Context: an optimization exercise on an open-source flow, tuned for small area, a short achievable clock period and few clock cycles per item. The choices shown serve that exercise and are no tape-out recipe.
In this exercise RTL edits were held to simulation tests only and were not proved equivalent to the original.

pepper:
==> flow/design.v (excerpt) <==
module nmx_sched (
    input  wire         clk,
    input  wire         rst,          
    input  wire         cfg_valid,
    output wire         cfg_ready,
    input  wire [159:0] dur,          
    input  wire [31:0]  chunks,
    input  wire [31:0]  images,
    input  wire [31:0]  layers,
    input  wire [15:0]  actv,
    output wire         ev_valid,
    input  wire         ev_ready,
    output wire [2:0]   ev_stage,
    output wire [3:0]   ev_layer,
    output wire [31:0]  ev_image,
    output wire [31:0]  ev_chunk,
    output wire [63:0]  ev_start,
    output wire [63:0]  ev_end,
    output wire         done,
    output wire         err,
    output wire [7:0]   err_code,
    output wire [31:0]  err_index,
    output wire [31:0]  err_value,
    output wire [31:0]  err_limit,
    output wire [31:0]  evcount
);
Size: roughly 3200 cells after synthesis, roughly 680 flip-flops, ~620 I/O pins.
==> flow/config.mk <==
export PLATFORM = sky130hd
export DESIGN_NAME = nmx_sched
export DESIGN_NICKNAME = nmx_sched
export VERILOG_FILES = /design/flow/design.v
export SDC_FILE = /design/flow/constraint.sdc
export NUM_CORES = 4
export LEC_CHECK = 0
export CAP_MARGIN = 20
export CORE_MARGIN = 2
export CORE_UTILIZATION = 60
export CTS_CLUSTER_DIAMETER = 60
export CTS_CLUSTER_SIZE = 25
export PLACE_DENSITY = 0.75
export SLEW_MARGIN = 20
==> flow/constraint.sdc <==
create_clock -name core_clock -period 16.0 [get_ports {clk}]
set_input_delay 3.2000 -clock core_clock [delete_from_list [all_inputs] [get_ports {clk}]]
set_output_delay 3.2000 -clock core_clock [all_outputs]
set_load 0.01 [all_outputs]
standard.sh (not shown) runs the stock make flow with config.mk's settings and CLKGATE_MAP_FILE= SYNTH_SCRIPT=/design/flow/synth_recipe.tcl, a recipe that flattens the netlist after the stock synthesis.
==> flow/flow/run.sh <==
#!/bin/bash
set -uo pipefail
bash standard.sh SETUP_SLACK_MARGIN=11.5 "BUFFER_PORTS_ARGS=-buffer_cell sky130_fd_sc_hd__buf_1" finish > flow_make.log 2>&1
status=$?
tail -5 flow_make.log
exit $status
Testbench counts of pepper, summed over its fixed seeds: cycles 15,431, events 15,023.
Edits applied to the flow inputs when going from pepper to maple:
--- a/flow/design.v
+++ b/flow/design.v
@@ -94,22 +94,21 @@
     reg  [2:0]  eng;
     reg  [32:0] r1, r2;
     reg  [4:0]  ek;                   
     reg         ebit;                 
     reg         ok_r;                 
     reg  [4:0]  q_pc;                 
     reg  [4:0]  q_immsb;              
     reg         c_err;
     reg  [2:0]  c_code, c_index;
     reg  [4:0]  c_vsel;
-    reg         c_lim0, c_lim3, c_lim12;    
-    reg         c_limdc, c_limdc2;          
+    reg         c_lim0, c_lim3, c_lim12, c_limdc;    
     wire        p1    = (eng == E_P1);
     wire        abit  = ebit;
     wire        cin   = p1 & (ek == 5'd0);
     wire [33:0] esum  = {1'b0, r1[31:0], 1'b0} + {2'b0, r2[31:0] & {32{abit}}} + {33'd0, cin};
     wire        e_ovf = r1[32] | r1[31] | (abit & r2[32]) | esum[33] | esum[32];
     wire [32:0] r1_nx = {e_ovf, esum[31:0] | {32{e_ovf}}};
     wire [4:0]  ek_m1 = ek - 5'd1;
     wire        n_small = ~r1[32] & ~|r1[31:13] & ~(r1[12] & |r1[11:0]);
     reg  [7:0]  q_nz;
     reg  [2:0]  nib;
@@ -300,21 +299,20 @@
         for (i = 0; i < 8; i = i + 1)
             q_nz[i] <= |images[4*i +: 4];
         c_err   <= f_err;
         c_code  <= f_code;
         c_index <= f_index;
         c_vsel  <= vsel;
         c_lim0  <= f_err & (f_code != 3'd3);
         c_lim3  <= f_err & (f_code != 3'd0);
         c_lim12 <= ~f_err | (f_code == 3'd1) | (f_code == 3'd2);
         c_limdc <= f_err & ((f_code == 3'd1) | (f_code == 3'd2));
-        c_limdc2 <= |vsel[4:2] & f_err;
         case (eng)
             E_P1: begin
                 if (ek == 5'd0) begin
                     r2   <= r1_nx;
                     r1   <= 33'd0;
                     ek   <= q_immsb;
                     ebit <= images[q_immsb];
                 end else begin
                     r1   <= r1_nx;
                     ek   <= ek_m1;
@@ -384,21 +382,21 @@
             done_r    <= (accept & ~ok_r) | (take & is_last);
             if (accept & ~ok_r) err_r <= 1'b1;
             if (take & is_last) err_r <= 1'b0;
         end
     end
     assign cfg_ready = rdy_r;
     assign ev_valid  = ev_v;
     assign ev_stage  = stg;
     assign ev_layer  = lo;
     assign ev_image  = {22'd0, img};
-    assign ev_chunk  = {{11{stg[2]}}, {11{is4}}, chk};    
+    assign ev_chunk  = {{22{is4}}, chk};
     assign ev_start  = {{(64-TW){1'b0}}, ost};
     assign ev_end    = {{(64-TW){1'b0}}, oen};
     assign done      = done_r;
     assign err       = err_r;
     assign err_code  = {5'b00010, c_code};
     assign err_index = {29'd0, c_index};
     assign err_value = r1[31:0];
-    assign err_limit = {1'b0, {18{c_limdc2}}, c_lim12, {8{c_limdc}}, c_lim3, {2{c_limdc}}, c_lim0};
+    assign err_limit = {1'b0, {18{c_limdc}}, c_lim12, {8{c_limdc}}, c_lim3, {2{c_limdc}}, c_lim0};
     assign evcount   = {19'd0, evcnt};
 endmodule
## What came out
Going from pepper to maple, synthesized cell count shows an increase of 17, mean instance size in the synthesized netlist down 0.99%, number of search-and-repair iterations in the first detailed-routing pass now smaller, via count flat.
Side by side, die area turned out lower in maple than in pepper.
Critical path startpoint: stg[2] -> pepper, is4 -> maple
There was hardly any difference in tap cell count between pepper and maple.
Status | maple and pepper | clean
Sequential cell count of the final layout came out exactly the same in maple and pepper.
Testbench counts of maple, summed over its fixed seeds: cycles 15,431, events 15,023.

========
Another version of the RTL of nmx_sched (not shown whole).
For scale: ~620 I/O pins, about 36,000 µm² of cells after synthesis.
Settings: LEC_CHECK=0, CAP_MARGIN=20, CORE_MARGIN=2, CORE_UTILIZATION=60, CTS_CLUSTER_DIAMETER=60, CTS_CLUSTER_SIZE=25, PLACE_DENSITY=0.75, SLEW_MARGIN=20; clock period 16.0 ns.
Scripts as last shown in full above: flow/flow/run.sh
Testbench counts at the start, summed over its fixed seeds: cycles 15,431, events 15,023.
Edit:
--- a/flow/design.v
+++ b/flow/design.v
@@ -133,23 +133,23 @@
         if (c_vsel[1]) fval = fval | {30'd0, 1'b1, actv[{c_index, 1'b0}]};
     end
     reg          slot_free;           
     reg          run_pend;            
     reg  [30:0]  d0_r, d1_r, d2_r, d3_r, d4_r;
     reg  [9:0]   ch_r, im_r;
     reg  [3:0]   ly_r;
     reg          ev_v;
     reg  [2:0]   stg;
     reg  [3:0]   lo;                  
     reg  [9:0]   chk;                 
-    reg          is4;
+    reg          is4, is4b;           
     reg  [9:0]   img;
     reg          last_l, last_c, last_i;
     reg  [TW-1:0] ost, oen;
     reg  [TW-1:0] fr1, fr2, fr3, fr4, acc;
     reg  [4:0]   fv;                  
     reg  [4:0]   asel;                
     reg  [4:0]   dsel;                
     reg          bsel;                
     reg          done_r, err_r;
     reg  [12:0]  evcnt;
     reg          rdy_r;
@@ -336,22 +336,23 @@
             r1   <= 33'd0;
             r2   <= {1'b0, chunks};
             ek   <= {2'd0, pcmsb_in};
             ebit <= 1'b1;                 
         end
         ok_r <= ok_n;
         if (load) begin
             ost    <= nst_t;
             oen    <= nen_t;
             stg    <= ns;
             is4    <= (ns == 3'd4);
+            is4b   <= ns[2] & ~ns[1];
             lo     <= lo_n;
             chk    <= ck_n;
             img    <= im_n2;
             last_l <= ll_n;
             last_c <= lc_n;
             last_i <= li_n;
             fv     <= fv_n;
             asel   <= last_n ? 5'd0 : (oh2 & fv_n);
             dsel   <= last_n ? 5'd1 : oh2;
             bsel   <= ~last_n & (ns2 != 3'd0);
         end
@@ -386,22 +387,22 @@
             rdy_r     <= rdy_n;
             done_r    <= (accept & ~ok_r) | (take & is_last);
             if (accept & ~ok_r) err_r <= 1'b1;
             if (take & is_last) err_r <= 1'b0;
         end
     end
     assign cfg_ready = rdy_r;
     assign ev_valid  = ev_v;
     assign ev_stage  = stg;
     assign ev_layer  = lo;
     assign ev_image  = {22'd0, img};
-    assign ev_chunk  = {{11{stg[2]}}, {11{is4}}, chk};    
+    assign ev_chunk  = {{8{stg[2]}}, {7{is4}}, {7{is4b}}, chk};
     assign ev_start  = {{(64-TW){1'b0}}, ost};
     assign ev_end    = {{(64-TW){1'b0}}, oen};
     assign done      = done_r;
     assign err       = err_r;
     assign err_code  = {5'b00010, c_code};
     assign err_index = {29'd0, c_index};
     assign err_value = r1[31:0];
     assign err_limit = {1'b0, {18{c_limdc2}}, c_lim12, {8{c_limdc}}, c_lim3, {2{c_limdc}}, c_lim0};
     assign evcount   = {19'd0, evcnt};
 endmodule
Design area grows slightly.
Utilization is higher by 0.29 points.
Area after synthesis barely changes.
Wire length falls slightly.
Worst hold slack is better by 0.0047 ns.
Global-route usage shrinks by 0.45 points.
Testbench counts after the change, summed over its fixed seeds: cycles 15,431, events 15,023.

## separate check: timing with driven ports
The results above use ideal ports. As a check the final layouts listed here were re-extracted and re-timed, cells and wires unchanged.
Step 1 (the two cells are an assumption about what drives the block):
set clk [get_ports {clk}]
set_driving_cell -lib_cell sky130_fd_sc_hd__clkbuf_16 $clk
set_driving_cell -lib_cell sky130_fd_sc_hd__buf_2 [delete_from_list [all_inputs] $clk]
Step 2, shift: input delay + t, output delay - t, t = (earliest + latest rising clock arrival at the registers) / 2. This alone moves slack from input paths to output paths.
Slacks: no drivers / after step 1 / after step 2; pairs: no drivers / after step 1.
| run | shift t [ns] | setup WS [ns] | hold WS [ns] | latest minus earliest clock arrival (ns) | worst slew at a driven data input, ns |
|---|---|---|---|---|---|
| pepper | 0.690 | 11.444 / 11.376 / 10.893 | 0.453 / 0.453 / 0.453 | 0.038 / 0.038 | 0.16 |
| maple | 0.682 | 11.478 / 11.409 / 10.876 | 0.438 / 0.438 / 0.438 | 0.032 / 0.032 | 0.16 |
| the first run of note 2 | 0.681 | 11.454 / 11.391 / 10.966 | 0.441 / 0.441 / 0.441 | 0.041 / 0.040 | 0.17 |
| the second run of note 2 | 0.691 | 11.448 / 11.382 / 10.907 | 0.445 / 0.445 / 0.445 | 0.037 / 0.037 | 0.15 |
After both steps every run listed still meets setup and hold. For maple, which loses most, drivers alone change the setup slack by -0.069 ns; drivers and shift together by -0.602 ns.
